This design comes from an exercise in tuning for small area and few clock cycles on the open sky130 flow, not from production work. RTL that was checked went through simulation tests only; none was proved equivalent to the original. The RTL of runs 1 to 3 was laid out without a check of its function. Power figures rest on the tool's default switching activity, not on a simulated workload.

### design/flow/flow/run.sh
#!/bin/bash
# The standard layout, with the smallest buffer (buf_1) on every port
# instead of the one buffer_ports picks by default.
set -uo pipefail
bash standard.sh "BUFFER_PORTS_ARGS=-buffer_cell sky130_fd_sc_hd__buf_1" finish > standard.log 2>&1
### design/flow/standard.sh
#!/bin/bash
# synth_recipe.tcl (not shown) runs the flow's synth.tcl, then flattens the netlist and writes it again
# the make line also repeats each setting of config.mk as NAME=value (left out here)
make -C /OpenROAD-flow-scripts/flow DESIGN_CONFIG=/design/flow/config.mk WORK_HOME=/design/flow/orfs CLKGATE_MAP_FILE= SYNTH_SCRIPT=/design/flow/synth_recipe.tcl "${@:-finish}"
### design/flow/config.mk
export PLATFORM = sky130hd
export DESIGN_NAME = djtag_core
export DESIGN_NICKNAME = djtag_core
export VERILOG_FILES = /design/flow/design.v
export SDC_FILE = /design/flow/constraint.sdc
export NUM_CORES = 4
export LEC_CHECK = 0
export CAP_MARGIN = 20
export CORE_MARGIN = 2
export CORE_UTILIZATION = 20
export CTS_BUF_LIST = sky130_fd_sc_hd__clkbuf_8
export SLEW_MARGIN = 20
export SYNTH_HIERARCHICAL = 1
### design/flow/constraint.sdc
create_clock -name core_clock -period 10.0 [get_ports {clk}]
set_input_delay 2.0000 -clock core_clock [delete_from_list [all_inputs] [get_ports {clk}]]
set_output_delay 2.0000 -clock core_clock [all_outputs]
set_load 0.01 [all_outputs]
### design/flow/design.v
module djtag_core (
    input  wire         clk,
    input  wire         rst,
    input  wire         rx_valid,
    input  wire [6:0]   rx_len,
    input  wire [511:0] rx_data,
    output wire         rx_take,
    output wire         tx_valid,
    output wire [6:0]   tx_len,
    output wire [511:0] tx_data,
    input  wire         tx_ready,
    output reg          tck_o,
    output reg          tdi_o,
    output reg          tms_o,
    input  wire         tdo_i,
    output reg          trst_oe,
    output reg          srst_oe
);
    localparam [2:0] S_B0   = 3'd0,    
                     S_B1   = 3'd1,    
                     S_B2   = 3'd2,    
                     S_XF   = 3'd3,    
                     S_JT   = 3'd4,    
                     S_DIV  = 3'd5,    
                     S_INFO = 3'd6,    
                     S_END  = 3'd7;    
    localparam [2:0] C_FREQ = 3'd2, C_XFER = 3'd3, C_SETSIG = 3'd4,
                     C_CLK = 3'd6, C_VOLT = 3'd7;
    reg [2:0]   st;
    reg [6:0]   rp;            
    reg [6:0]   oc;            
    reg         txv;
    reg [511:0] resp;
    reg [15:0]  div;
    reg         last_tdo;
    reg         scr;           
    reg [2:0]   cmd;           
    reg         fa;            
    reg         fb;            
    reg [16:0]  t;             
    reg [8:0]   r;             
    reg [2:0]   bp;            
    reg [7:1]   cap;           
    genvar g;
    wire [6:0]  rp1, oc1;
    wire [16:0] t1;
    wire [8:0]  rm1;
    wire [2:0]  bp1;
    wire [7:0]  c_rp, c_oc;
    wire [17:0] c_t;
    wire [9:0]  b_r;
    wire [3:0]  c_bp;
    assign c_rp[0] = 1'b1;
    assign c_oc[0] = 1'b1;
    assign c_t[0]  = 1'b1;
    assign b_r[0]  = 1'b1;
    assign c_bp[0] = 1'b1;
    generate
        for (g = 0; g < 7; g = g + 1) begin : g_inc7
            assign rp1[g]    = rp[g] ^ c_rp[g];
            assign c_rp[g+1] = rp[g] & c_rp[g];
            assign oc1[g]    = oc[g] ^ c_oc[g];
            assign c_oc[g+1] = oc[g] & c_oc[g];
        end
        for (g = 0; g < 17; g = g + 1) begin : g_inct
            assign t1[g]    = t[g] ^ c_t[g];
            assign c_t[g+1] = t[g] & c_t[g];
        end
        for (g = 0; g < 9; g = g + 1) begin : g_decr
            assign rm1[g]   = r[g] ^ b_r[g];
            assign b_r[g+1] = ~r[g] & b_r[g];
        end
        for (g = 0; g < 3; g = g + 1) begin : g_incb
            assign bp1[g]    = bp[g] ^ c_bp[g];
            assign c_bp[g+1] = bp[g] & c_bp[g];
        end
    endgenerate
    wire [7:0] pb;
    djtag_rdmux u_rdmux (.d(rx_data), .sel(64'd1 << rp[5:0]), .q(pb));
    wire [7:0] nrp;
    wire [7:0] c_n;
    assign c_n[0] = 1'b0;
    generate
        for (g = 0; g < 7; g = g + 1) begin : g_nrp
            assign nrp[g]   = rx_len[g] ^ ~rp[g] ^ c_n[g];
            assign c_n[g+1] = (rx_len[g] & ~rp[g]) | (rx_len[g] & c_n[g]) | (~rp[g] & c_n[g]);
        end
    endgenerate
    assign nrp[7] = c_n[7];
    wire       at_end = ~nrp[7];
    wire       clamp   = fb & (&pb[7:4]) & (|pb[3:0]);      
    wire [8:0] len_eff = {fb, pb[7:4], pb[3:0] & {4{~clamp}}};
    wire       part    = |len_eff[2:0];
    wire [6:0] room;
    wire [7:0] b_o;
    assign b_o[0] = 1'b0;
    generate
        for (g = 0; g < 7; g = g + 1) begin : g_room
            wire k = (g == 6);
            assign room[g]  = k ^ oc[g] ^ b_o[g];
            assign b_o[g+1] = (~k & oc[g]) | (~k & b_o[g]) | (oc[g] & b_o[g]);
        end
    endgenerate
    wire [7:0] bra, brb;
    assign bra[0] = part;
    assign brb[0] = part;
    generate
        for (g = 0; g < 7; g = g + 1) begin : g_xchk
            wire bb = (g < 6) ? len_eff[3 + g] : 1'b0;
            assign bra[g+1] = (~nrp[g] & bb) | (~nrp[g] & bra[g]) | (bb & bra[g]);
            assign brb[g+1] = (~room[g] & bb) | (~room[g] & brb[g]) | (bb & brb[g]);
        end
    endgenerate
    wire       xfer_ok = ~bra[7] && (fa || ~brb[7]);
    wire       oc_gt54 = oc[6] | (oc[5] & oc[4] & (oc[3] | (oc[2] & oc[1] & oc[0])));
    wire       oc_full = oc[6];
    wire       t_hit = (t == {div, 1'b0});
    wire       last  = (cmd == C_SETSIG) || (r == 9'd1);
    wire [15:0] den = {r[7:0], pb};
    wire [16:0] dx  = {t[15:0], div[14]};
    wire [16:0] dd  = {1'b0, den};
    wire [16:0] trial;
    wire [17:0] c_d;
    assign c_d[0] = 1'b1;
    generate
        for (g = 0; g < 17; g = g + 1) begin : g_div
            assign trial[g]  = dx[g] ^ ~dd[g] ^ c_d[g];
            assign c_d[g+1]  = (dx[g] & ~dd[g]) | (dx[g] & c_d[g]) | (~dd[g] & c_d[g]);
        end
    endgenerate
    wire        fits = c_d[17];
    wire [14:0] quo  = {div[13:0], fits};
    wire        pulse = r[0] & pb[0];
    reg [7:0] info_b;
    always @(*) begin
        case (r[3:0])
            4'd9: info_b = 8'h44;
            4'd8: info_b = 8'h4A;
            4'd7: info_b = 8'h54;
            4'd6: info_b = 8'h41;
            4'd5: info_b = 8'h47;
            4'd4: info_b = 8'h32;
            4'd3: info_b = 8'h0A;
            default: info_b = 8'h00;
        endcase
    end
    wire [7:0] xb;
    wire [7:0] capx = {cap, 1'b0};
    generate
        for (g = 0; g < 8; g = g + 1) begin : g_xb
            assign xb[g] = (bp == 3'd7 - g) ? tdo_i :
                           (bp >  3'd7 - g) ? capx[g] : 1'b0;
        end
    endgenerate
    reg       we;
    reg [7:0] wd;
    wire      fall = (st == S_JT) && tck_o && t_hit;
    always @(*) begin
        we = 1'b0;
        wd = xb;
        case (st)
            S_B0: begin
                wd = {5'd0, last_tdo, 2'd0};
                we = rx_valid && !txv && !at_end && pb[3:0] == 4'h5 && !oc_full;
            end
            S_B2: begin
                wd = {8{last_tdo}};
                we = !at_end && cmd == C_CLK && pb == 8'd0 && fa;
            end
            S_INFO: begin
                wd = info_b;
                we = 1'b1;
            end
            S_JT: begin
                if (cmd == C_CLK) begin
                    wd = {8{tdo_i}};
                    we = fall && last && fa;
                end else begin
                    we = fall && cmd == C_XFER && !fa && (bp == 3'd7 || last);
                end
            end
            default: ;
        endcase
    end
    wire [63:0] wen;
    djtag_wdec u_wdec (.we(we), .a(oc[5:0]), .en(wen));
    generate
        for (g = 0; g < 64; g = g + 1) begin : g_resp
            always @(posedge clk) begin
                if (wen[g])
                    resp[8*g +: 8] <= wd;
            end
        end
    endgenerate
    task apply_setsig;
        begin
            if (r[1]) scr     <= pb[1];
            if (r[3]) tms_o   <= pb[3];
            if (r[4]) trst_oe <= ~pb[4];
            if (r[5]) srst_oe <= ~pb[5];
        end
    endtask
    always @(posedge clk) begin
        if (rst) begin
            st       <= S_B0;
            rp       <= 7'd0;
            oc       <= 7'd0;
            txv      <= 1'b0;
            div      <= 16'd31;
            last_tdo <= 1'b0;
            scr      <= 1'b0;
            tck_o    <= 1'b0;
            tdi_o    <= 1'b0;
            tms_o    <= 1'b0;
            trst_oe  <= 1'b0;
            srst_oe  <= 1'b0;
        end else begin
            if (we) oc <= oc1;
            case (st)
                S_B0: begin
                    if (txv) begin
                        if (tx_ready) begin
                            txv <= 1'b0;
                            oc  <= 7'd0;
                        end
                    end else if (rx_valid) begin
                        cmd <= pb[2:0];
                        fa  <= pb[7];
                        fb  <= pb[6];
                        r   <= 9'd9;
                        if (at_end) begin
                            st <= S_END;
                        end else begin
                            case (pb[3:0])
                                4'h1: st <= oc_gt54 ? S_END : S_INFO;
                                4'h2, 4'h3, 4'h4, 4'h7: begin
                                    rp <= rp1;
                                    st <= S_B1;
                                end
                                4'h5: begin
                                    if (oc_full) st <= S_END;
                                    else rp <= rp1;
                                end
                                4'h6: begin
                                    if (pb[7] && oc_full) st <= S_END;
                                    else begin
                                        rp <= rp1;
                                        st <= S_B1;
                                    end
                                end
                                4'h8: rp <= rp1;
                                default: st <= S_END;
                            endcase
                        end
                    end
                end
                S_B1: begin
                    r <= {1'b0, pb};
                    if (at_end) begin
                        st <= S_END;
                    end else begin
                        case (cmd)
                            C_VOLT: begin
                                rp <= rp1;
                                st <= S_B0;
                            end
                            C_XFER: begin
                                if (!xfer_ok) begin
                                    st <= S_END;
                                end else begin
                                    tms_o <= 1'b0;
                                    rp    <= rp1;
                                    r     <= len_eff;
                                    bp    <= 3'd0;
                                    st    <= (len_eff == 9'd0) ? S_B0 : S_XF;
                                end
                            end
                            default: begin
                                rp <= rp1;
                                st <= S_B2;
                            end
                        endcase
                    end
                end
                S_B2: begin
                    if (at_end) begin
                        st <= S_END;
                    end else begin
                        case (cmd)
                            C_FREQ: begin
                                if (den == 16'd0) begin
                                    div <= 16'hFFFF;
                                    rp  <= rp1;
                                    st  <= S_B0;
                                end else begin
                                    div      <= 16'd31250;
                                    t[15:0]  <= 16'd0;
                                    {fb, bp} <= 4'd0;
                                    st       <= S_DIV;
                                end
                            end
                            C_SETSIG: begin
                                if (pulse) begin
                                    tdi_o <= scr;
                                    t     <= 17'd1;
                                    st    <= S_JT;
                                end else begin
                                    apply_setsig;
                                    rp <= rp1;
                                    st <= S_B0;
                                end
                            end
                            default: begin    
                                if (pb != 8'd0) begin
                                    tms_o <= r[3];
                                    tdi_o <= r[1];
                                    r     <= {1'b0, pb};
                                    t     <= 17'd1;
                                    st    <= S_JT;
                                end else begin
                                    rp <= rp1;
                                    st <= S_B0;
                                end
                            end
                        endcase
                    end
                end
                S_XF: begin
                    tdi_o <= pb[7];
                    t     <= 17'd1;
                    st    <= S_JT;
                end
                S_JT: begin
                    if (!t_hit) begin
                        t <= t1;
                    end else if (!tck_o) begin
                        tck_o <= 1'b1;
                        t     <= 17'd1;
                    end else begin
                        tck_o <= 1'b0;
                        t     <= 17'd1;
                        r     <= rm1;
                        case (cmd)
                            C_XFER: begin
                                if (bp != 3'd7) cap[3'd7 - bp] <= tdo_i;
                                bp <= bp1;
                                if (last) begin
                                    if (bp != 3'd7) rp <= rp1;
                                    st <= S_B0;
                                end else begin
                                    tdi_o <= pb[3'd7 - bp1];
                                    if (bp1 == 3'd7) rp <= rp1;
                                end
                            end
                            C_SETSIG: begin
                                last_tdo <= tdo_i;
                                apply_setsig;
                                rp <= rp1;
                                st <= S_B0;
                            end
                            default: begin    
                                last_tdo <= tdo_i;
                                if (last) begin
                                    rp <= rp1;
                                    st <= S_B0;
                                end
                            end
                        endcase
                    end
                end
                S_DIV: begin
                    t[15:0] <= fits ? trial[15:0] : dx[15:0];
                    bp      <= bp1;
                    fb      <= fb ^ c_bp[3];
                    if ({fb, bp} == 4'd14) begin
                        div <= (quo == 15'd0) ? 16'd1 : {1'b0, quo};
                        rp  <= rp1;
                        st  <= S_B0;
                    end else begin
                        div <= {1'b0, quo};
                    end
                end
                S_INFO: begin
                    r <= rm1;
                    if (r[3:0] == 4'd0) begin
                        rp <= rp1;
                        st <= S_B0;
                    end
                end
                default: begin    
                    txv <= (oc != 7'd0);
                    rp  <= 7'd0;
                    st  <= S_B0;
                end
            endcase
        end
    end
    assign rx_take  = (st == S_END);
    assign tx_valid = txv;
    assign tx_len   = oc;
    assign tx_data  = resp;
endmodule
module djtag_rdmux (
    input  wire [511:0] d,
    input  wire [63:0]  sel,
    output reg  [7:0]   q
);
    integer k;
    always @(*) begin
        q = 8'd0;
        for (k = 0; k < 64; k = k + 1)
            q = q | (d[8*k +: 8] & {8{sel[k]}});
    end
endmodule
module djtag_wdec (
    input  wire        we,
    input  wire [5:0]  a,
    output wire [63:0] en
);
    assign en = {63'd0, we} << a;
endmodule
==> results of run 1 <==
==> flip-flops by register name (all words and copies together) (netlist names), 7 cells and up <==
name / flops
oc: 7
cap: 7
t: 17
resp: 512
rp: 7
r: 9
div: 16
==> modules after synthesis, one instance, submodules excluded <==
module,times used,cells inside,cell area (um2),flip-flops and latches
djtag_rdmux,1,360,2870,0
djtag_core,1,1344,22400,594
djtag_wdec,1,97,494,0
==> routing by layer <==
layer / up-vias / wire length, um / track usage, %
li1: 9511 / - / -
met1: 10776 / 43400 / 18.9
met2: 1321 / 72300 / 36.7
met3: 335 / 11100 / 5.44
met4: 64 / 9750 / 13.2
met5: - / 403 / 0
==> tightest hold or removal path, delay by kind of cell, from the launching register on <==
kind / cells / cell delay, ns
flip-flops: 1 / 0.31
multiplexers: 1 / 0.05
AND/OR/NAND/NOR: 1 / 0.06
==> power by group <==
group | internal, mW | switching (mW) | total [mW]
Sequential | 2.96 | 0.101 | 3.06
Clock | 1.03 | 0.995 | 2.02
Combinational | 0.710 | 1.45 | 2.16
Total | 4.70 | 2.54 | 7.24
==> kinds of logic (layout without fill, tap and decap cells) <==
logic type                 Yosys count  in the layout  synth area share [%]
other                                0             39                     0
adders and majority gates           84             84                  4.67
DFF                                594            594                  67.5
AOI/OAI and AO/OA                  442            442                  13.5
and+or+nand+nor                    447            447                  8.87
xor gates and xnor gates            22             22                 0.747
buffers and inverters              176           1387                  3.14
muxes                               36             36                  1.53
==> final timing paths <==
kind / startpoint / end / slack (ns) / cells past startpoint
worst max-delay path: rp[5] / t[0] / 0.56 / 35
worst min-delay path: tms_o / tms_o / 0.48 / 2
worst max register to register: rp[5] / t[0] / 0.56 / 35
worst min register to register: tms_o / tms_o / 0.48 / 2
==> layout make-up <==
cell class              instances  area, um2  share of cell area [%]
flip-flops and latches        594      17400                    51.1
well taps                    1662       2080                    6.09
repair buffers               1160       4770                    14.0
diodes                         39       97.6                   0.286
multi-input cells            1031       7650                    22.4
clock inverters                73        518                    1.52
inverters                      54        203                   0.594
clock buffers                 100       1380                    4.03
==> cells in the final DEF, fill, tap and decap left out, drive strengths merged, types with 21 or more instances in the layout <==
master | synthesis | final
nand2 | 77 | 77
nand4 | 39 | 39
nor2 | 177 | 177
diode | 0 | 39
buf | 57 | 1160
dfxtp | 41 | 41
clkbuf | 65 | 100
clkinv | 0 | 40
edfxtp | 553 | 553
ha | 61 | 61
a22o | 130 | 130
o21ai | 45 | 45
fa | 21 | 21
nand3 | 22 | 22
a221oi | 130 | 130
inv | 54 | 82
mux2i | 26 | 26
a21oi | 41 | 41
==> impl_metrics.ini, run 1 <==
[clock_tree]
cts_tree = built
cts_resized = 0
worstSkewPairLatency_ns = 0.72
clkTransAtPathRegs_ns = 0.06
postCtsHoldBufs = 0
root_buffer = clkbuf_8
cts_htree_levels = 3
cts_buffers = 94
clock_sinks = 594
cts.path.max_buffers = 3
cts_setup_buffers = 0

[critical_path]
crit_buf_inv = 7
arrival_ns = 9.88
required_ns = 10.44
start_kind = register
setup.worst_path.class = reg2reg
cpPeakStageDelay_ns = 0.62
cp-end-kind = register
crit_fanout = 12
critPathSlowestCell = dfxtp_1
path_delay_family = adder cells
cp_common_cell = fa_1

[logic_synthesis]
synth-async-reset-ratio_pct = 0
synth.distinct_cells = 81
synth_largest_area_cell = edfxtp_1
synthTopCellsByCount = edfxtp_1 (553), nor2_1 (177), a22o_1 (130)
synth-seq-cells = 594
synth_cells = 1801
yosys_most_used_dff = edfxtp_1
synth_area_um2 = 25800
yosys_warnings = 8
synth.top_cell.area_share_pct = 64.4
synth.most_common_cell = edfxtp_1
synth-edff-count = 553
syn_avg_cell_area_um2 = 14.3
synth_area_leaders = edfxtp_1 (64%), a22o_1 (4.4%), a221oi_1 (4.4%)
ys_seq_area_share_pct = 67.5

[floorplan]
die_x_um = 363
ios = 1050
design.die.area_um2 = 132000
die_h_um = 363
rows = 131
core_area_um2 = 128000
initial_core_util_pct = 20.2

[detailed_routing]
drt_iter0_drc = 1882
via_per_inst = 4.67
avgRoutedWirePerCell_um = 29.1
drcViolationCount = 0
vias = 22007
first_pass_iters = 5
ant_nets = 0
routed_wl_mm = 137

[global_route]
grt_max_degree = 65
antenna_found_initial = 83
grtUsageTotal_pct = 19.7
grt_pass1_vias = 21565
overflow = 0
grt_pass1_wl_mm = 179

[placed_design]
placed_cell_area_um2 = 32100
portBuffers = 1049
placedCellCount = 4501
post-place-ws_ns = 0.140
place_hpwl_mm = 112
place.gp.congestion = 1.04

[worst_hold_path]
hold_class = reg2reg

[power_and_ir_drop]
power_mw = 7.24
cellLeakagePower_nw = 11.2
p_per_area_nw_per_um2 = 212
peakVddDrop_v = 0.000119

[layout]
drive_gt1_share_pct = 9.13
fin_area_um2 = 34100
fin_cells = 4713
nFillCells = 13424
finish.net_count = 3541
fin_util_pct = 26.7
syn_to_final_growth_pct = 32.3

[sta]
finalCritPeriodShare_pct = 94.4
setup-tns-final_ns = 0
setup_viol = 0
layout_setup_ws_ns = 0.557
worst_slew_pin_slew_ns = 1.19
hold_slack_ns = 0.477
fmax_ghz = 0.106
finClkSkew_ns = 0.0428
final.min_clock_period_ns = 9.44
relSlewSlack_pct = 20.8
slew_viol_final = 0
finalHoldViolations = 0
rsz0062_at_grt = no

[run_status]
status = no timing/DRC/antenna violations

[job]
drv_cap = 0
==> run 2, diff against run 1 <==
--- a/design/flow/config.mk
+++ b/design/flow/config.mk
@@ -8,6 +8,6 @@
 export CAP_MARGIN = 20
 export CORE_MARGIN = 2
-export CORE_UTILIZATION = 20
-export CTS_BUF_LIST = sky130_fd_sc_hd__clkbuf_8
+export CORE_UTILIZATION = 40
+export CTS_BUF_LIST = sky130_fd_sc_hd__clkbuf_4
 export SLEW_MARGIN = 20
 export SYNTH_HIERARCHICAL = 1
==> run 2 against run 1 <==
The flow now stops in I/O pin placement (3_2_place_iop); area after synthesis did not move; synthesized cell count unchanged.
==> impl_metrics.ini, run 2 <==
[logic_synthesis]
synth.top_cell.area_share_pct = 64.4
yosys_warnings = 8
synth-edff-count = 553
synth_area_um2 = 25800
synth_cells = 1801
synth_largest_area_cell = edfxtp_1
synth-seq-cells = 594
ys_seq_area_share_pct = 67.5
synthTopCellsByCount = edfxtp_1 (553), nor2_1 (177), a22o_1 (130)
synth-async-reset-ratio_pct = 0
yosys_most_used_dff = edfxtp_1
synth_area_leaders = edfxtp_1 (64%), a22o_1 (4.4%), a221oi_1 (4.4%)
synth.distinct_cells = 81
synth.most_common_cell = edfxtp_1
syn_avg_cell_area_um2 = 14.3

[floorplan]
rows = 93
die_h_um = 258
initial_core_util_pct = 40.2
die_x_um = 258

[run_status]
status = stopped before the end
lastStage = I/O pin placement (3_2_place_iop)
error_line = [ERROR PPL-0024] Number of IO pins (1050) exceeds maximum number of available positions (930). Increase the die perimeter from 1031.90um to 1428.00um.
-- run 2: cell counts after synthesis --
Identical to the previous run, type by type.
-- run 2: modules after synthesis (local to each module, per instance) --
module / area, um2 / flops+latches / cells inside / copies in the design
djtag_rdmux: 2870 / 0 / 360 / 1
djtag_wdec: 494 / 0 / 97 / 1
djtag_core: 22400 / 594 / 1344 / 1
-- run 2: cells by family after synthesis --
family          share of synthesized area, %
compound gates                          13.5
fa+ha+maj                               4.67
buf+inv                                 3.14
simple gates                            8.87
mux                                     1.53
xor+xnor                               0.747
flops                                   67.5
==> run 3, diff against run 2 <==
--- a/design/flow/config.mk
+++ b/design/flow/config.mk
@@ -8,6 +8,9 @@
 export CAP_MARGIN = 20
 export CORE_MARGIN = 2
-export CORE_UTILIZATION = 40
-export CTS_BUF_LIST = sky130_fd_sc_hd__clkbuf_4
+export CORE_UTILIZATION = 20
+export CTS_BUF_LIST = sky130_fd_sc_hd__clkbuf_16
+export CTS_CLUSTER_DIAMETER = 150
+export CTS_CLUSTER_SIZE = 30
+export GPL_TIMING_DRIVEN = 0
 export SLEW_MARGIN = 20
 export SYNTH_HIERARCHICAL = 1
==> run 3 against run 2 <==
Now clean on timing, DRC and antenna; area after synthesis unchanged; synthesized cell count unchanged.
==> impl_metrics.ini, run 3 <==
[global_route]
overflow = 0
grt_pass1_vias = 20298
grt_max_degree = 48
antenna_found_initial = 75
grtUsageTotal_pct = 19.3
grt_pass1_wl_mm = 175

[sta]
worst_slew_pin_slew_ns = 1.17
layout_setup_ws_ns = 0.183
final.min_clock_period_ns = 9.82
setup_viol = 0
finalHoldViolations = 0
relSlewSlack_pct = 22.0
slew_viol_final = 0
fmax_ghz = 0.102
finClkSkew_ns = 0.0575
finalCritPeriodShare_pct = 98.2

[detailed_routing]
ant_nets = 0
drt_iter0_drc = 2013
via_per_inst = 4.65
vias = 21459
drcViolationCount = 0
routed_wl_mm = 135
avgRoutedWirePerCell_um = 29.3
first_pass_iters = 6

[layout]
reg_top3 = resp (512), t (17), div (16)
largest_register_ffs = 512
final_common_cell = buf_1
final_cell_mix = buf_1 (1055), edfxtp_1 (553), nor2_1 (171)
seq_area_um2 = 17400
drive_gt1_share_pct = 6.28
fin_area_um2 = 33200
nFillCells = 13478
fin_cells = 4615
syn_to_final_growth_pct = 28.9
finish.net_count = 3522
fin_util_pct = 26.0
largest_register = resp
multi_input_area_um2 = 7690

[placed_design]
place.gp.congestion = 1.03
post-place-ws_ns = -0.763
placedCellCount = 4553
portBuffers = 1048
placed_cell_area_um2 = 32400
place_hpwl_mm = 114

[clock_tree]
root_buffer = clkbuf_16
clkTransAtPathRegs_ns = 0.12
cts_tree = built
clock_sinks = 594
worstSkewPairLatency_ns = 0.64
cts_buffers = 24
postCtsHoldBufs = 0
cts_htree_levels = 1
cts.path.max_buffers = 3

[power_and_ir_drop]
peakVddDrop_v = 0.000114
p_per_area_nw_per_um2 = 194
power_mw = 6.45
cellLeakagePower_nw = 10.6

[critical_path]
cpPeakStageDelay_ns = 0.44
critPathSlowestCell = fa_1
cp-end-kind = register
cp-startpoint = rx_data[9]
setup.worst_path.class = in2reg
cp_common_cell = fa_1
required_ns = 10.37
ff2ff_path_depth = 33
arrival_ns = 10.18
reg2reg_to = t[0]
crit_fanout = 10
endpoint = t[0]
regToRegSetupSlack_ns = 0.30
crit-reg2reg-launch = rp[3]
start_kind = primary input

[floorplan]
design.die.area_um2 = 132000
die_x_um = 363
die_h_um = 363
initial_core_util_pct = 20.2
ios = 1050
rows = 131
core_area_um2 = 128000

[logic_synthesis]
synth-async-reset-ratio_pct = 0
syn_avg_cell_area_um2 = 14.3
synth-edff-count = 553
synth-seq-cells = 594
synth_largest_area_cell = edfxtp_1
synth.most_common_cell = edfxtp_1
ys_seq_area_share_pct = 67.5
yosys_most_used_dff = edfxtp_1
synth.distinct_cells = 81
synthTopCellsByCount = edfxtp_1 (553), nor2_1 (177), a22o_1 (130)
synth.top_cell.area_share_pct = 64.4
synth_cells = 1801
synth_area_um2 = 25800
synth_area_leaders = edfxtp_1 (64%), a22o_1 (4.4%), a221oi_1 (4.4%)
yosys_warnings = 8

[run_status]
status = no timing/DRC/antenna violations

[job]
drv_cap = 0

[worst_hold_path]
hold_class = reg2reg
## run 3: cell counts after synthesis
Identical to the previous run, type by type.
## run 3: final cells by class
class / count / share of cell area (%)
buffer: 121 / 1.92
multi-input combinational: 1031 / 23.1
clock buffer: 24 / 1.81
tap: 1662 / 6.25
sequential: 594 / 52.4
antenna: 25 / 0.188
timing repair buffer: 1090 / 13.4
clock inverter: 14 / 0.312
inverter: 54 / 0.610
## run 3: per-layer routing
layer | vias up | routed length (um) | track usage (%)
li1 | 9381 | - | -
met1 | 10493 | 44400 | 19.2
met2 | 1246 | 73900 | 38.0
met3 | 281 | 9830 | 4.26
met4 | 58 | 6760 | 8.07
met5 | - | 365 | 0
## run 3: how the worst min path moves through the flow
stage                         from  endpoint  slack, ns  cells past startpoint
after global placement    last_tdo  last_tdo       0.47                      2
final                     last_tdo  last_tdo       0.50                      2
after CTS                 last_tdo  last_tdo       0.49                      2
after global routing      last_tdo  last_tdo       0.52                      2
after floorplan           last_tdo  last_tdo       0.44                      2
after detailed placement  last_tdo  last_tdo       0.47                      2
## run 3: report_power, final
group / leakage (nW) / total [mW] / internal, mW / switching [mW]
combinational: 4.83 / 2.24 / 0.744 / 1.50
clock: 0.376 / 1.19 / 0.450 / 0.739
sequential: 5.43 / 3.02 / 2.94 / 0.0792
total: 10.6 / 6.45 / 4.14 / 2.31
## run 3: Yosys stat by module (local to each module, per instance)
module       times used  cells inside
djtag_rdmux           1           360
djtag_wdec            1            97
djtag_core            1          1344
## run 3: repair_timing
action | CTS | global route
setup endpoints to repair | 20 | 20
buffers inserted | 0 | 0
pin swaps | 1 | 1
gates resized for setup | 22 | 12
## run 3: kinds of logic after synthesis
family,share of synthesized area (%)
muxes,1.53
and+or+nand+nor,8.87
AOI/OAI and AO/OA,13.5
DFF,67.5
buffers and inverters,3.14
xor gates and xnor gates,0.747
adders and majority gates,4.67
## run 3: critical path, delay by kind of cell
kind,cells,cell delay (ns)
adder cells (fa/ha/maj),15,5.52
buffers and inverters,7,1.07
AO/OA/AOI/OAI,5,0.81
AND/OR/NAND/NOR,4,0.75
## run 3: metrics by stage
step                      TNS (ns)  hold slack (ns)
after detailed placement     -9.96            0.470
after global placement     -519.00            0.474
after global routing      -0.00127            0.516
after CTS                        0            0.488
final                            0            0.496
after floorplan                  0            0.445
==> run 4, diff against run 3 <==
--- a/design/flow/design.v
+++ b/design/flow/design.v
@@ -22,5 +22,4 @@
                      S_XF   = 3'd3,    
                      S_JT   = 3'd4,    
-                     S_DIV  = 3'd5,    
                      S_INFO = 3'd6,    
                      S_END  = 3'd7;    
@@ -32,5 +31,6 @@
     reg         txv;
     reg [511:0] resp;
-    reg [15:0]  div;
+    reg [15:0]  kz;            
+    reg         slow;          
     reg         last_tdo;
     reg         scr;           
@@ -38,5 +38,6 @@
     reg         fa;            
     reg         fb;            
-    reg [16:0]  t;             
+    reg [15:0]  acc;           
+    reg         hh;            
     reg [8:0]   r;             
     reg [2:0]   bp;            
@@ -44,14 +45,11 @@
     genvar g;
     wire [6:0]  rp1, oc1;
-    wire [16:0] t1;
     wire [8:0]  rm1;
     wire [2:0]  bp1;
     wire [7:0]  c_rp, c_oc;
-    wire [17:0] c_t;
     wire [9:0]  b_r;
     wire [3:0]  c_bp;
     assign c_rp[0] = 1'b1;
     assign c_oc[0] = 1'b1;
-    assign c_t[0]  = 1'b1;
     assign b_r[0]  = 1'b1;
     assign c_bp[0] = 1'b1;
@@ -63,8 +61,4 @@
             assign c_oc[g+1] = oc[g] & c_oc[g];
         end
-        for (g = 0; g < 17; g = g + 1) begin : g_inct
-            assign t1[g]    = t[g] ^ c_t[g];
-            assign c_t[g+1] = t[g] & c_t[g];
-        end
         for (g = 0; g < 9; g = g + 1) begin : g_decr
             assign rm1[g]   = r[g] ^ b_r[g];
@@ -115,20 +109,31 @@
     wire       oc_gt54 = oc[6] | (oc[5] & oc[4] & (oc[3] | (oc[2] & oc[1] & oc[0])));
     wire       oc_full = oc[6];
-    wire       t_hit = (t == {div, 1'b0});
-    wire       last  = (cmd == C_SETSIG) || (r == 9'd1);
-    wire [15:0] den = {r[7:0], pb};
-    wire [16:0] dx  = {t[15:0], div[14]};
-    wire [16:0] dd  = {1'b0, den};
-    wire [16:0] trial;
-    wire [17:0] c_d;
-    assign c_d[0] = 1'b1;
+    wire [15:0] inc = kz;
+    wire [16:0] sum;
+    wire [16:0] c_a;
+    assign c_a[0] = 1'b0;
+    generate
+        for (g = 0; g < 16; g = g + 1) begin : g_acc
+            assign sum[g]   = acc[g] ^ inc[g] ^ c_a[g];
+            assign c_a[g+1] = (acc[g] & inc[g]) | (acc[g] & c_a[g]) | (inc[g] & c_a[g]);
+        end
+    endgenerate
+    assign sum[16] = c_a[16];
+    localparam [16:0] LIM = 17'd31250;
+    wire [17:0] gt;
+    assign gt[0] = 1'b0;
     generate
-        for (g = 0; g < 17; g = g + 1) begin : g_div
-            assign trial[g]  = dx[g] ^ ~dd[g] ^ c_d[g];
-            assign c_d[g+1]  = (dx[g] & ~dd[g]) | (dx[g] & c_d[g]) | (~dd[g] & c_d[g]);
+        for (g = 0; g < 17; g = g + 1) begin : g_lim
+            if (LIM[g]) begin : g_one
+                assign gt[g+1] = sum[g] & gt[g];
+            end else begin : g_zero
+                assign gt[g+1] = sum[g] | gt[g];
+            end
         end
     endgenerate
-    wire        fits = c_d[17];
-    wire [14:0] quo  = {div[13:0], fits};
+    wire       stretch = slow ? sum[16] : gt[17];
+    wire       t_hit   = stretch & hh;
+    wire       last    = (cmd == C_SETSIG) || (r == 9'd1);
+    wire [15:0] den    = {r[7:0], pb};
     wire        pulse = r[0] & pb[0];
     reg [7:0] info_b;
@@ -207,5 +212,6 @@
             oc       <= 7'd0;
             txv      <= 1'b0;
-            div      <= 16'd31;
+            kz       <= 16'd1000;
+            slow     <= 1'b0;
             last_tdo <= 1'b0;
             scr      <= 1'b0;
@@ -289,19 +295,14 @@
                         case (cmd)
                             C_FREQ: begin
-                                if (den == 16'd0) begin
-                                    div <= 16'hFFFF;
-                                    rp  <= rp1;
-                                    st  <= S_B0;
-                                end else begin
-                                    div      <= 16'd31250;
-                                    t[15:0]  <= 16'd0;
-                                    {fb, bp} <= 4'd0;
-                                    st       <= S_DIV;
-                                end
+                                kz   <= (den == 16'd0) ? 16'd1 : den;
+                                slow <= (den == 16'd0);
+                                rp   <= rp1;
+                                st   <= S_B0;
                             end
                             C_SETSIG: begin
                                 if (pulse) begin
                                     tdi_o <= scr;
-                                    t     <= 17'd1;
+                                    acc   <= inc;
+                                    hh    <= 1'b0;
                                     st    <= S_JT;
                                 end else begin
@@ -316,5 +317,6 @@
                                     tdi_o <= r[1];
                                     r     <= {1'b0, pb};
-                                    t     <= 17'd1;
+                                    acc   <= inc;
+                                    hh    <= 1'b0;
                                     st    <= S_JT;
                                 end else begin
@@ -328,16 +330,16 @@
                 S_XF: begin
                     tdi_o <= pb[7];
-                    t     <= 17'd1;
+                    acc   <= inc;
+                    hh    <= 1'b0;
                     st    <= S_JT;
                 end
                 S_JT: begin
+                    acc <= stretch ? inc : sum[15:0];
+                    if (stretch) hh <= ~hh;
                     if (!t_hit) begin
-                        t <= t1;
                     end else if (!tck_o) begin
                         tck_o <= 1'b1;
-                        t     <= 17'd1;
                     end else begin
                         tck_o <= 1'b0;
-                        t     <= 17'd1;
                         r     <= rm1;
                         case (cmd)
@@ -369,16 +371,4 @@
                     end
                 end
-                S_DIV: begin
-                    t[15:0] <= fits ? trial[15:0] : dx[15:0];
-                    bp      <= bp1;
-                    fb      <= fb ^ c_bp[3];
-                    if ({fb, bp} == 4'd14) begin
-                        div <= (quo == 15'd0) ? 16'd1 : {1'b0, quo};
-                        rp  <= rp1;
-                        st  <= S_B0;
-                    end else begin
-                        div <= {1'b0, quo};
-                    end
-                end
                 S_INFO: begin
                     r <= rm1;
@@ -404,12 +394,36 @@
     input  wire [511:0] d,
     input  wire [63:0]  sel,
-    output reg  [7:0]   q
+    output wire [7:0]   q
 );
-    integer k;
-    always @(*) begin
-        q = 8'd0;
-        for (k = 0; k < 64; k = k + 1)
-            q = q | (d[8*k +: 8] & {8{sel[k]}});
-    end
+    wire [8*22-1:0] gn;      
+    genvar k, b;
+    generate
+        for (k = 0; k < 21; k = k + 1) begin : g_grp
+            djtag_aoi3 u_aoi (.d0(d[24*k +: 8]), .d1(d[24*k+8 +: 8]), .d2(d[24*k+16 +: 8]),
+                              .s0(sel[3*k]), .s1(sel[3*k+1]), .s2(sel[3*k+2]),
+                              .qn(gn[8*k +: 8]));
+        end
+    endgenerate
+    assign gn[8*21 +: 8] = ~(d[8*63 +: 8] & {8{sel[63]}});
+    generate
+        for (b = 0; b < 8; b = b + 1) begin : g_bit
+            wire [21:0] col;
+            for (k = 0; k < 22; k = k + 1) begin : g_col
+                assign col[k] = gn[8*k + b];
+            end
+            assign q[b] = ~&col;
+        end
+    endgenerate
+endmodule
+module djtag_aoi3 (
+    input  wire [7:0] d0,
+    input  wire [7:0] d1,
+    input  wire [7:0] d2,
+    input  wire       s0,
+    input  wire       s1,
+    input  wire       s2,
+    output wire [7:0] qn
+);
+    assign qn = ~((d0 & {8{s0}}) | (d1 & {8{s1}}) | (d2 & {8{s2}}));
 endmodule
 module djtag_wdec (
--- a/design/flow/config.mk
+++ b/design/flow/config.mk
@@ -9,7 +9,4 @@
 export CORE_MARGIN = 2
 export CORE_UTILIZATION = 20
-export CTS_BUF_LIST = sky130_fd_sc_hd__clkbuf_16
-export CTS_CLUSTER_DIAMETER = 150
-export CTS_CLUSTER_SIZE = 30
 export GPL_TIMING_DRIVEN = 0
 export SLEW_MARGIN = 20
==> run 4 against run 3 <==
Final cell count decreased by 2.4%; still clean on timing, DRC and antenna; sequential share of layout area decreased by 0.15 points; clock skew decreased by 0.00050 ns; synthesized cell count decreased by 8.7%; critical endpoint is now resp[491]; wire length decreased by 7.3%.
==> impl_metrics.ini, run 4 <==
[run_status]
status = no timing/DRC/antenna violations

[detailed_routing]
ant_nets = 0
routed_wl_mm = 125
first_pass_iters = 12
vias = 20908
avgRoutedWirePerCell_um = 27.8
drcViolationCount = 0
via_per_inst = 4.64
drt_iter0_drc = 2850

[logic_synthesis]
syn_avg_cell_area_um2 = 15.0
synth_area_leaders = edfxtp_1 (67%), a222oi_1 (6.9%), dfxtp_1 (3.4%)
synth_cells = 1644
synth-async-reset-ratio_pct = 0
yosys_warnings = 7
synth.distinct_cells = 85
ys_seq_area_share_pct = 70.8
synthTopCellsByCount = edfxtp_1 (553), nor2_1 (184), a222oi_1 (169)
synth_largest_area_cell = edfxtp_1
synth-edff-count = 553
synth-seq-cells = 595
yosys_most_used_dff = edfxtp_1
synth.most_common_cell = edfxtp_1
synth_area_um2 = 24600
synth.top_cell.area_share_pct = 67.4

[layout]
syn_to_final_growth_pct = 35.5
nFillCells = 12772
reg_top3 = resp (512), acc (16), kz (16)
final_cell_mix = buf_1 (1050), edfxtp_1 (553), nor2_1 (174)
final_common_cell = buf_1
fin_util_pct = 27.4
largest_register = resp
fin_area_um2 = 33400
largest_register_ffs = 512
finish.net_count = 3409
drive_gt1_share_pct = 9.08

[clock_tree]
worstSkewPairLatency_ns = 0.65
cts_resized = 0
cts_buffers = 56
cts_setup_buffers = 0
cts.path.max_buffers = 3
root_buffer = clkbuf_16
cts_tree = built
clock_sinks = 595
postCtsHoldBufs = 0
clkTransAtPathRegs_ns = 0.07
cts_htree_levels = 2

[sta]
finClkSkew_ns = 0.0570
finalCritPeriodShare_pct = 91.8
setup-tns-final_ns = 0
slew_viol_final = 0
relSlewSlack_pct = 19.2
fmax_ghz = 0.109
worst_slew_pin_slew_ns = 1.21
rsz0062_at_grt = no
final.min_clock_period_ns = 9.18
setup_viol = 0
finalHoldViolations = 0
layout_setup_ws_ns = 0.817

[critical_path]
critPathSlowestCell = nor2_1
cpPeakStageDelay_ns = 0.87
required_ns = 10.24
start_kind = register
cp_common_cell = fa_1
setup.worst_path.class = reg2reg
cp-end-kind = register
regToRegSetupSlack_ns = 0.82
crit_fanout = 10
arrival_ns = 9.42

[power_and_ir_drop]
power_mw = 6.72
peakVddDrop_v = 0.000145
p_per_area_nw_per_um2 = 201
cellLeakagePower_nw = 10.7

[global_route]
grt_pass1_vias = 19987
grt_max_degree = 42
grtUsageTotal_pct = 18.9
overflow = 0
antenna_found_initial = 27
grt_pass1_wl_mm = 165

[floorplan]
ios = 1050
initial_core_util_pct = 20.2
core_area_um2 = 122000
die_x_um = 355
die_h_um = 355
rows = 128
design.die.area_um2 = 126000

[placed_design]
placed_cell_area_um2 = 31400
place_hpwl_mm = 103
place.gp.congestion = 0.988
post-place-ws_ns = 0.720
portBuffers = 1048

[worst_hold_path]
hold_class = reg2reg

[job]
drv_cap = 0
[run 4: layout make-up]
class                           instances  area (um2)  share of cell area, %
Multi-Input combinational cell        888        6600                   19.8
Clock inverter                         39         487                   1.46
Tap cell                             1625        2030                   6.09
Clock buffer                           63        1430                   4.28
Inverter                               72         270                  0.810
Antenna cell                           18        45.0                  0.135
Timing Repair Buffer                 1116        4650                   13.9
Sequential cell                       595       17400                   52.3
Buffer                                 89         422                   1.26
[run 4: metal layers]
metal | GRT usage, % | vias to the layer above | share of wire [%]
met1 | 18.2 | 10236 | 31
met2 | 35.7 | 1325 | 53
met3 | 3.41 | 279 | 6.8
met5 | 0 | - | 0.010
li1 | - | 9066 | -
met4 | 13.9 | 2 | 8.3
[run 4: Yosys stat by module (local to each module, per instance)]
module / cells / flops+latches / times used / area [um2]
djtag_core: 1268 / 595 / 1 / 21800
djtag_wdec: 93 / 0 / 1 / 469
djtag_rdmux: 73 / 0 / 1 / 422
djtag_aoi3: 10 / 0 / 21 / 90.1
[run 4: cells by family (layout without fill, tap and decap cells)]
family                     count (synthesis)  in the layout  share of synthesized area [%]
xor gates and xnor gates                   5              5                          0.178
AOI/OAI and AO/OA                        343            343                           11.8
and+or+nand+nor                          444            444                           8.97
DFF                                      595            595                           70.8
adders and majority gates                 71             71                           4.22
buffers and inverters                    161           1379                           2.81
muxes                                     25             25                           1.18
other                                      0             18                              0
[run 4: final timing paths]
kind / from / endpoint / depth (start not counted)
worst min register to register: rp[6] / rp[6] / 2
worst max-delay path: acc[0] / resp[491] / 30
worst max register to register: acc[0] / resp[491] / 30
worst min-delay path: rp[6] / rp[6] / 2
[run 4: per-stage QoR]
stage	hold WS, ns	std cells
after CTS	0.489	4486
final	0.486	4505
after detailed placement	0.478	4384
after floorplan	0.452	1644
after global placement	0.473	4317
after global routing	0.509	4500
[run 4: where the power goes]
part           total, mW  leakage, nW  switching, mW  internal (mW)
Combinational       1.54         4.32           1.04          0.507
Clock               2.20        0.923          0.949           1.25
Sequential          2.98         5.42         0.0452           2.93
Total               6.72         10.7           2.03           4.69
[run 4: critical path: cells and delay by family, from the launching register on]
kind	cells	cell delay (ns)
compound gates	4	0.97
simple gates	3	1.81
fa+ha+maj	15	4.54
flops	1	0.37
buf+inv	8	1.09
Testbench counts of run 4, summed over its fixed seeds: cycles 2,784,847.
==> run 5, diff against run 4 <==
--- a/design/flow/config.mk
+++ b/design/flow/config.mk
@@ -9,4 +9,6 @@
 export CORE_MARGIN = 2
 export CORE_UTILIZATION = 20
+export CTS_CLUSTER_DIAMETER = 100
+export CTS_CLUSTER_SIZE = 20
 export GPL_TIMING_DRIVEN = 0
 export SLEW_MARGIN = 20
==> run 5 against run 4 <==
Combinational power is essentially flat; die area unchanged; first-iteration DRC count fell by 1.5%; worst setup slack lost 0.039 ns; final cell count decreased by 1.2%; count of clock-buffer cells in the layout down 21; still clean; critical path depth is the same; largest power group unchanged; sequential share of layout area grew 1.5 points.
==> impl_metrics.ini, run 5 <==
[critical_path]
required_ns = 10.18
start_kind = register
crit-reg2reg-launch = acc[0]
crit_fanout = 10
cp_common_cell = fa_1
cpPeakStageDelay_ns = 0.85
arrival_ns = 9.40
ff2ff_path_depth = 30
critPathSlowestCell = nor2_1
cp-end-kind = register
setup.worst_path.class = reg2reg
cp-startpoint = acc[0]

[layout]
reg_top3 = resp (512), acc (16), kz (16)
nFillCells = 12881
seq_area_um2 = 17400
largest_register_ffs = 512
finish.net_count = 3389
largest_register = resp
final_cell_mix = buf_1 (1050), edfxtp_1 (553), nor2_1 (174)
drive_gt1_share_pct = 7.66
final_common_cell = buf_1
syn_to_final_growth_pct = 31.8
multi_input_area_um2 = 6600

[floorplan]
rows = 128
die_x_um = 355
ios = 1050
initial_core_util_pct = 20.2
die_h_um = 355
core_area_um2 = 122000
design.die.area_um2 = 126000

[detailed_routing]
vias = 20641
avgRoutedWirePerCell_um = 28.0
wl_met2_mm = 66.9
met1_length_mm = 39.3
ant_nets = 0
drt_iter0_drc = 2808
met3_length_mm = 8.14
first_pass_iters = 10
drcViolationCount = 0
routed_wl_mm = 125
via_per_inst = 4.64
top_layer_used = met5

[logic_synthesis]
synth_area_leaders = edfxtp_1 (67%), a222oi_1 (6.9%), dfxtp_1 (3.4%)
synth.distinct_cells = 85
synth.most_common_cell = edfxtp_1
synth-async-reset-ratio_pct = 0
synth-edff-count = 553
synth-seq-cells = 595
ys_seq_area_share_pct = 70.8
synth.top_cell.area_share_pct = 67.4
syn_avg_cell_area_um2 = 15.0
synth_area_um2 = 24600
yosys_warnings = 7
synth_largest_area_cell = edfxtp_1
yosys_most_used_dff = edfxtp_1
synthTopCellsByCount = edfxtp_1 (553), nor2_1 (184), a222oi_1 (169)
synth_cells = 1644

[clock_tree]
postCtsHoldBufs = 0
cts_resized = 0
cts.path.max_buffers = 3
cts_setup_buffers = 0
cts_tree = built
cts_htree_levels = 2
root_buffer = clkbuf_16
clkTransAtPathRegs_ns = 0.08
worstSkewPairLatency_ns = 0.59
clock_sinks = 595
cts_buffers = 36

[worst_hold_path]
hold_start = rp[6]
min_path_cells = 2
hold_class = reg2reg

[run_status]
status = no timing/DRC/antenna violations

[sta]
finClkSkew_ns = 0.0482
worst_slew_pin_slew_ns = 1.22
slew_viol_final = 0
finalCritPeriodShare_pct = 92.2
setup_viol = 0
final.min_clock_period_ns = 9.22
relSlewSlack_pct = 19.0
setup-tns-final_ns = 0
rsz0062_at_grt = no
hold_slack_ns = 0.487
finalHoldViolations = 0
fmax_ghz = 0.108

[power_and_ir_drop]
p_int_mw = 4.10
cellLeakagePower_nw = 10.2
switching_share_pct = 31.3
peakVddDrop_v = 0.000101
p_per_area_nw_per_um2 = 184
p_sw_mw = 1.87
pwr-share-comb_pct = 25.9
pwr-share-seq_pct = 49.8
p_clk_share_pct = 24.3

[job]
drv_cap = 0

[placed_design]
portBuffers = 1048
place_hpwl_mm = 103
place.gp.congestion = 0.988

[global_route]
grt_max_degree = 42
grtUsageTotal_pct = 18.8
grt_pass1_vias = 19841
antenna_found_initial = 27
grt_pass1_wl_mm = 164
overflow = 0
run 5: cell types whose count changed in the layout (fill, tap and decap cells not counted):
cell,change
clkinv_16,-2
inv_8,+1
clkinv_2,-9
clkinv_8,+1
clkinv_1,-8
clkbuf_1,-1
clkinvlp_4,-3
inv_6,-4
clkbuf_16,-20
diode_2,+1
bufinv_16,-8
clkinv_4,-1
run 5: metrics by stage:
step / cell area [um2] / power, mW / setup WS (ns) / std cells / util (%)
2_1_floorplan: 24600 / 3.81 / 2.18 / 1644 / -
3_3_place_gp: 30600 / 4.49 / -8.16 / 4317 / 25.1
6_report: 32500 / 5.98 / 0.779 / 4452 / 26.6
3_5_place_dp: 31400 / 4.58 / 0.720 / 4384 / 25.7
4_1_cts: 32400 / 6.03 / 0.575 / 4432 / 26.6
5_1_grt: 32500 / 6.23 / 0.330 / 4448 / 26.6
run 5: logic make-up after synthesis:
kind of cell             after synthesis  synth area share (%)
AO/OA/AOI/OAI                        343                  11.8
XOR/XNOR                               5                 0.178
adder cells (fa/ha/maj)               71                  4.22
buffers and inverters                161                  2.81
flip-flops                           595                  70.8
multiplexers                          25                  1.18
AND/OR/NAND/NOR                      444                  8.97
run 5: per-layer routing:
metal | vias up | global-route usage (%)
met1 | 10140 | 18.0
li1 | 8998 | -
met3 | 240 | 3.42
met2 | 1261 | 35.4
met5 | - | 0
met4 | 2 | 14.3
run 5: modules after synthesis (local to each module, per instance):
module / flops+latches / times used
djtag_aoi3: 0 / 21
djtag_core: 595 / 1
djtag_rdmux: 0 / 1
djtag_wdec: 0 / 1
run 5: area by class of cell:
| cell class | count | share of cell area [%] |
|---|---|---|
| diodes | 19 | 0.146 |
| plain buffers | 89 | 1.30 |
| clock buffers | 42 | 2.84 |
| clock inverters | 6 | 0.224 |
| inverters | 72 | 0.833 |
| multi-input cells | 888 | 20.3 |
| flip-flops and latches | 595 | 53.7 |
| well taps | 1625 | 6.26 |
| repair buffers | 1116 | 14.3 |
run 5: worst paths after layout:
| path | end | slack [ns] |
|---|---|---|
| min | rp[6] | 0.49 |
| max reg2reg | resp[491] | 0.78 |
| max | resp[491] | 0.78 |
| min reg2reg | rp[6] | 0.49 |
run 5: worst max-delay path: cells and delay by family (launching register included):
kind | cells | cell delay [ns]
adder cells (fa/ha/maj) | 15 | 4.52
flip-flops | 1 | 0.38
AND/OR/NAND/NOR | 3 | 1.80
buffers and inverters | 8 | 1.10
AO/OA/AOI/OAI | 4 | 0.98
run 5: power groups by stage:
| stage | clock (mW) | combinational, mW | sequential (mW) |
|---|---|---|---|
| 2_1_floorplan | 0 | 0.759 | 3.05 |
| 3_3_place_gp | 0 | 1.37 | 3.12 |
| 3_5_place_dp | 0 | 1.55 | 3.03 |
| 4_1_cts | 1.50 | 1.55 | 2.97 |
| 5_1_grt | 1.58 | 1.68 | 2.98 |
| 6_report | 1.45 | 1.54 | 2.98 |
==> run 6, diff against run 5 <==
==> design/flow/flow/run.sh (replaced) <==
#!/bin/bash
# The standard layout, with the smallest buffer (buf_1) on every port
# instead of the one buffer_ports picks by default, and the buffers that
# synthesis inserted removed at floorplan (repair_design re-buffers the nets
# that need it once the cells are placed).
set -uo pipefail
bash standard.sh "BUFFER_PORTS_ARGS=-buffer_cell sky130_fd_sc_hd__buf_1" \
    REMOVE_ABC_BUFFERS=1 finish > standard.log 2>&1
==> run 6 against run 5 <==
Combinational power is 5% lower; register-to-register slack better by 0.13 ns; wire length decreased by 0.14%; power is 1.7% higher; largest power group unchanged; final area down 0.16%; largest cell class unchanged; clock skew fell by 0.014 ns; sequential power up 1%; die area is the same; maximum frequency increased by 1.4%; first-iteration DRC count is 1.4% higher; final cell count is 1.7% lower; critical path depth is 1 lower.
==> impl_metrics.ini, run 6 <==
[layout]
fin_util_pct = 26.6
syn_to_final_growth_pct = 31.6
final_common_cell = buf_1
seq_area_um2 = 17500
final_cell_mix = buf_1 (1048), edfxtp_1 (553), a222oi_1 (169)
nFillCells = 12845
fin_area_um2 = 32400
largest_register = resp
reg_top3 = resp (512), acc (16), kz (16)
drive_gt1_share_pct = 7.13
largest_register_ffs = 512
finish.net_count = 3313
multi_input_area_um2 = 6640
fin_cells = 4375

[placed_design]
portBuffers = 1049
place_hpwl_mm = 103
post-place-ws_ns = 0.938
placed_cell_area_um2 = 31200
place.gp.congestion = 1.02
placedCellCount = 4304

[clock_tree]
cts.path.max_buffers = 3
cts_tree = built
cts_resized = 0
postCtsHoldBufs = 0
cts_setup_buffers = 0
cts_htree_levels = 2
cts_buffers = 38
clock_sinks = 595
root_buffer = clkbuf_16
clkTransAtPathRegs_ns = 0.08
worstSkewPairLatency_ns = 0.60

[sta]
rsz0062_at_grt = no
setup-tns-final_ns = 0
worst_slew_pin_slew_ns = 1.15
layout_setup_ws_ns = 0.907
finClkSkew_ns = 0.0347
final.min_clock_period_ns = 9.09
setup_viol = 0
relSlewSlack_pct = 23.3
finalHoldViolations = 0
fmax_ghz = 0.110
slew_viol_final = 0
finalCritPeriodShare_pct = 90.9
hold_slack_ns = 0.488

[global_route]
grt_max_degree = 45
grt_pass1_vias = 19550
grtUsageTotal_pct = 18.7
grt_pass1_wl_mm = 163
overflow = 0
antenna_found_initial = 29

[logic_synthesis]
yosys_most_used_dff = edfxtp_1
syn_avg_cell_area_um2 = 15.0
synth_area_leaders = edfxtp_1 (67%), a222oi_1 (6.9%), dfxtp_1 (3.4%)
synth-edff-count = 553
yosys_warnings = 7
synth-async-reset-ratio_pct = 0
synthTopCellsByCount = edfxtp_1 (553), nor2_1 (184), a222oi_1 (169)
synth_area_um2 = 24600
synth_largest_area_cell = edfxtp_1
synth_cells = 1644
synth.top_cell.area_share_pct = 67.4
synth.most_common_cell = edfxtp_1
synth-seq-cells = 595
synth.distinct_cells = 85
ys_seq_area_share_pct = 70.8

[floorplan]
die_h_um = 355
die_x_um = 355
design.die.area_um2 = 126000
initial_core_util_pct = 20.2
rows = 128
ios = 1050
core_area_um2 = 122000

[critical_path]
arrival_ns = 9.29
ff2ff_path_depth = 29
endpoint = resp[40]
cpPeakStageDelay_ns = 0.97
cp_common_cell = fa_1
reg2reg_to = resp[40]
required_ns = 10.19
crit-reg2reg-launch = acc[0]
crit_fanout = 16
cp-end-kind = register
start_kind = register
regToRegSetupSlack_ns = 0.91
cp-startpoint = acc[0]
setup.worst_path.class = reg2reg
critPathSlowestCell = nor2_1

[detailed_routing]
avgRoutedWirePerCell_um = 28.4
drcViolationCount = 0
drt_iter0_drc = 2846
vias = 20641
first_pass_iters = 10
routed_wl_mm = 124
ant_nets = 0
via_per_inst = 4.72

[power_and_ir_drop]
power_mw = 6.08
p_per_area_nw_per_um2 = 187
cellLeakagePower_nw = 10.1
peakVddDrop_v = 0.000138

[worst_hold_path]
hold_class = reg2reg

[run_status]
status = no timing/DRC/antenna violations

[job]
drv_cap = 0
==> run 6: cell counts after synthesis <==
Identical to the previous run, type by type.
==> run 6: cell families (layout without fill, tap and decap cells) <==
kind of cell             after synthesis  after routing  synth area share, %
AO/OA/AOI/OAI                        343            343                 11.8
XOR/XNOR                               5              5                0.178
buffers and inverters                161           1252                 2.81
multiplexers                          25             25                 1.18
other                                  0             15                    0
adder cells (fa/ha/maj)               71             71                 4.22
AND/OR/NAND/NOR                      444            444                 8.97
flip-flops                           595            595                 70.8
==> run 6: worst max-delay path, delay by kind of cell, from the launching register on <==
family | cells | cell delay, ns
buf+inv | 7 | 0.60
simple gates | 3 | 2.25
compound gates | 4 | 1.00
fa+ha+maj | 15 | 4.44
flops | 1 | 0.38
==> run 6: worst min path at each step <==
stage / start / to / slack (ns) / depth (start not counted)
finish: rp[6] / rp[6] / 0.49 / 2
global route: scr / scr / 0.54 / 2
CTS: rp[6] / rp[6] / 0.50 / 2
detailed placement: rp[6] / rp[6] / 0.49 / 2
global placement: rp[6] / rp[6] / 0.47 / 2
floorplan: rp[6] / rp[6] / 0.45 / 2
==> run 6: area by class of cell <==
type                       count  share of cell area (%)
antenna                       15                   0.116
clock buffer                  42                    2.98
clock inverter                11                   0.602
inverter                      72                   0.834
multi-input combinational    888                    20.5
sequential                   595                    53.9
tap                         1625                    6.27
timing repair buffer        1127                    14.9
==> run 6: modules after synthesis (local to each module, per instance) <==
| module | copies in the design | flip-flops and latches | area (um2) | cells |
|---|---|---|---|---|
| djtag_core | 1 | 595 | 21800 | 1268 |
| djtag_wdec | 1 | 0 | 469 | 93 |
| djtag_rdmux | 1 | 0 | 422 | 73 |
| djtag_aoi3 | 21 | 0 | 90.1 | 10 |
==> run 6: report_power, final <==
group | internal, mW | switching (mW) | leakage (nW)
Sequential | 2.93 | 0.0918 | 5.42
Clock | 0.764 | 0.834 | 0.558
Combinational | 0.484 | 0.972 | 4.12
Total | 4.18 | 1.90 | 10.1
==> run 6: routing by layer <==
metal | global-route usage, % | up-vias | part of all wire [%]
li1 | - | 8841 | -
met1 | 18.6 | 10220 | 32
met2 | 35.3 | 1315 | 54
met3 | 3.73 | 255 | 7.1
met4 | 11.8 | 10 | 7.0
met5 | 0 | - | 0.055
==> run 7, diff against run 6 <==
==> design/flow/flow/run.sh (replaced) <==
#!/bin/bash
# The standard layout, with the smallest buffer (buf_1) on every port
# instead of the one buffer_ports picks by default, and pins one routing
# track apart so that the 1050 ports fit around a die sized for the cells.
set -uo pipefail
bash standard.sh "BUFFER_PORTS_ARGS=-buffer_cell sky130_fd_sc_hd__buf_1" \
    "PLACE_PINS_ARGS=-min_distance 1 -min_distance_in_tracks" finish > standard.log 2>&1
--- a/design/flow/config.mk
+++ b/design/flow/config.mk
@@ -7,9 +7,8 @@
 export LEC_CHECK = 0
 export CAP_MARGIN = 20
-export CORE_MARGIN = 2
-export CORE_UTILIZATION = 20
-export CTS_CLUSTER_DIAMETER = 100
-export CTS_CLUSTER_SIZE = 20
+export CORE_AREA = 6 6 234 234
+export DIE_AREA = 0 0 240 240
 export GPL_TIMING_DRIVEN = 0
+export PLACE_DENSITY = 0.7
 export SLEW_MARGIN = 20
 export SYNTH_HIERARCHICAL = 1
==> run 7 against run 6 <==
Still clean; critical path depth grew 1; worst hold slack got worse by 0.00059 ns; final cell count decreased by 19%; non-clock buffer count grew 54; via count up 7.6%; count of clock-buffer cells in the layout grew 19; sequential share of layout area increased by 0.86 points.
==> impl_metrics.ini, run 7 <==
[run_status]
status = no timing/DRC/antenna violations

[placed_design]
place_hpwl_mm = 90.0
post-place-ws_ns = 0.920
placed_cell_area_um2 = 30000
portBuffers = 1048
place.gp.congestion = 1.23

[clock_tree]
clkTransAtPathRegs_ns = 0.06
cts_htree_levels = 2
cts_tree = built
root_buffer = clkbuf_16
cts_resized = 0
cts_buffers = 55
cts.path.max_buffers = 3
postCtsHoldBufs = 0
clock_sinks = 595
worstSkewPairLatency_ns = 0.59
cts_setup_buffers = 0

[layout]
reg_top3 = resp (512), acc (16), kz (16)
finish.net_count = 3384
largest_register_ffs = 512
final_common_cell = buf_1
largest_register = resp
fin_util_pct = 62.2
syn_to_final_growth_pct = 29.5
fin_area_um2 = 31900
final_cell_mix = buf_1 (1050), edfxtp_1 (553), nor2_1 (184)
drive_gt1_share_pct = 7.79

[critical_path]
cp-end-kind = register
required_ns = 10.21
cpPeakStageDelay_ns = 0.88
start_kind = register
arrival_ns = 9.31
critPathSlowestCell = nor2_1
cp_common_cell = fa_1
crit_fanout = 10
setup.worst_path.class = reg2reg

[sta]
finalHoldViolations = 0
relSlewSlack_pct = 24.9
worst_slew_pin_slew_ns = 1.12
setup_viol = 0
final.min_clock_period_ns = 9.09
rsz0062_at_grt = no
setup-tns-final_ns = 0
slew_viol_final = 0
hold_slack_ns = 0.487
finClkSkew_ns = 0.0299
layout_setup_ws_ns = 0.906
finalCritPeriodShare_pct = 90.9
fmax_ghz = 0.110

[floorplan]
design.die.area_um2 = 57600
rows = 83
initial_core_util_pct = 48.0
die_h_um = 240
ios = 1050
core_area_um2 = 51300
die_x_um = 240

[logic_synthesis]
ys_seq_area_share_pct = 70.8
synthTopCellsByCount = edfxtp_1 (553), nor2_1 (184), a222oi_1 (169)
synth-seq-cells = 595
syn_avg_cell_area_um2 = 15.0
synth_cells = 1644
yosys_warnings = 7
synth.top_cell.area_share_pct = 67.4
synth_area_leaders = edfxtp_1 (67%), a222oi_1 (6.9%), dfxtp_1 (3.4%)
yosys_most_used_dff = edfxtp_1
synth_area_um2 = 24600
synth.most_common_cell = edfxtp_1
synth_largest_area_cell = edfxtp_1
synth-async-reset-ratio_pct = 0
synth.distinct_cells = 85
synth-edff-count = 553

[global_route]
grtUsageMet1_pct = 43.0
grt_pass1_vias = 21695
grt-busiest-layer = met2
overflow = 0
grt_use_met2_pct = 57.6
grt_pass1_wl_mm = 156
use_met3_pct = 15.5
grt_max_degree = 51
grtUsageTotal_pct = 37.3
antenna_found_initial = 44

[detailed_routing]
ant_nets = 0
drt_iter0_drc = 3458
routed_wl_mm = 114
via_per_inst = 6.24
avgRoutedWirePerCell_um = 31.9
vias = 22216
first_pass_iters = 13
drcViolationCount = 0

[power_and_ir_drop]
peakVddDrop_v = 0.000146
cellLeakagePower_nw = 10.5
p_per_area_nw_per_um2 = 203

[job]
drv_cap = 0

[worst_hold_path]
hold_class = reg2reg
==> run 7: changes by cell type in the layout (fill, tap and decap cells not counted), sizes merged <==
cell	previous run	this run
buf	1125	1105
bufinv	2	5
clkbuf	44	137
clkinv	5	32
clkinvlp	1	0
diode	15	45
inv	75	76
==> run 7: through the flow <==
step | instances | total power, mW
floorplan | 1644 | 3.81
global placement | 3372 | 4.35
detailed placement | 3416 | 4.43
CTS | 3518 | 6.46
global route | 3555 | 6.68
finish | 3563 | 6.47
==> run 7: area by class of cell <==
| cell class | count | area, um2 |
|---|---|---|
| well taps | 680 | 851 |
| repair buffers | 1092 | 4450 |
| flip-flops and latches | 595 | 17400 |
| multi-input cells | 888 | 6570 |
| fillers | 3970 | 19400 |
| plain buffers | 89 | 422 |
| clock buffers | 61 | 1420 |
| diodes | 45 | 113 |
| inverters | 72 | 270 |
| clock inverters | 41 | 348 |
==> run 7: final timing paths <==
kind	start	endpoint	slack, ns	cells after the start
worst min register to register	rp[6]	rp[6]	0.49	2
worst min-delay path	rp[6]	rp[6]	0.49	2
worst max-delay path	acc[0]	resp[429]	0.91	30
worst max register to register	acc[0]	resp[429]	0.91	30
==> run 7: routing by layer <==
layer  wire [um]  vias up
met2       49900     2084
met4        9870        6
met1       36300    10618
li1            -     9052
met3       17400      456
met5          75        -
==> run 7: logic make-up (layout without fill, tap and decap cells) <==
kind of cell             Yosys count  count (layout)  share of synthesized area, %
AO/OA/AOI/OAI                    343             343                          11.8
XOR/XNOR                           5               5                         0.178
adder cells (fa/ha/maj)           71              71                          4.22
buffers and inverters            161            1355                          2.81
flip-flops                       595             595                          70.8
multiplexers                      25              25                          1.18
other                              0              45                             0
AND/OR/NAND/NOR                  444             444                          8.97
==> run 7: critical path: cells and delay by family, from the launching register on <==
kind,cells,cell delay [ns]
buf+inv,8,1.07
compound gates,4,1.00
fa+ha+maj,15,4.49
flops,1,0.38
simple gates,3,1.78
==> run 7: power by group <==
group          switching, mW  internal [mW]  leakage, nW
clock                  0.900           1.16        0.884
combinational          0.948          0.489         4.21
sequential            0.0470           2.93         5.42
total                   1.89           4.58         10.5
==> run 7: per-module statistics from Yosys, one instance, submodules excluded <==
module / cell area (um2) / flops+latches
djtag_aoi3: 90.1 / 0
djtag_core: 21800 / 595
djtag_rdmux: 422 / 0
djtag_wdec: 469 / 0

-- what the ideal ports hide --
No port has a modelled driver above. Below, the same layouts with a new extraction and two added sets of constraints. Step 1 assumes that a clkbuf_16 drives the clock port and a buf_2 every other input. Step 2, shift: input delay + t, output delay - t, t = (earliest + latest rising clock arrival at the registers) / 2. This alone moves slack from input paths to output paths. Three values: ideal ports, drivers, drivers and shift; two values: the first two.
run | shift t [ns] | setup WS [ns] | hold slack, ns | worst setup path after step 2
run 1 | 0.774 | 0.557 / 0.557 / 0.063 | 0.477 / 0.477 / 0.477 | input to register
run 3 | 0.662 | 0.183 / 0.209 / -0.453 | 0.496 / 0.496 / 0.496 | input to register
run 4 | 0.681 | 0.817 / 0.817 / 0.817 | 0.486 / 0.486 / 0.486 | register to register
run 5 | 0.631 | 0.779 / 0.779 / 0.779 | 0.487 / 0.487 / 0.487 | register to register
run 6 | 0.637 | 0.907 / 0.907 / 0.907 | 0.488 / 0.488 / 0.488 | register to register
run 7 | 0.633 | 0.906 / 0.906 / 0.906 | 0.487 / 0.487 / 0.487 | register to register
Met with ideal ports but missed after step 2: setup timing in run 3. For run 3, which loses most, drivers alone change the setup slack by +0.026 ns; drivers and shift together by -0.636 ns.
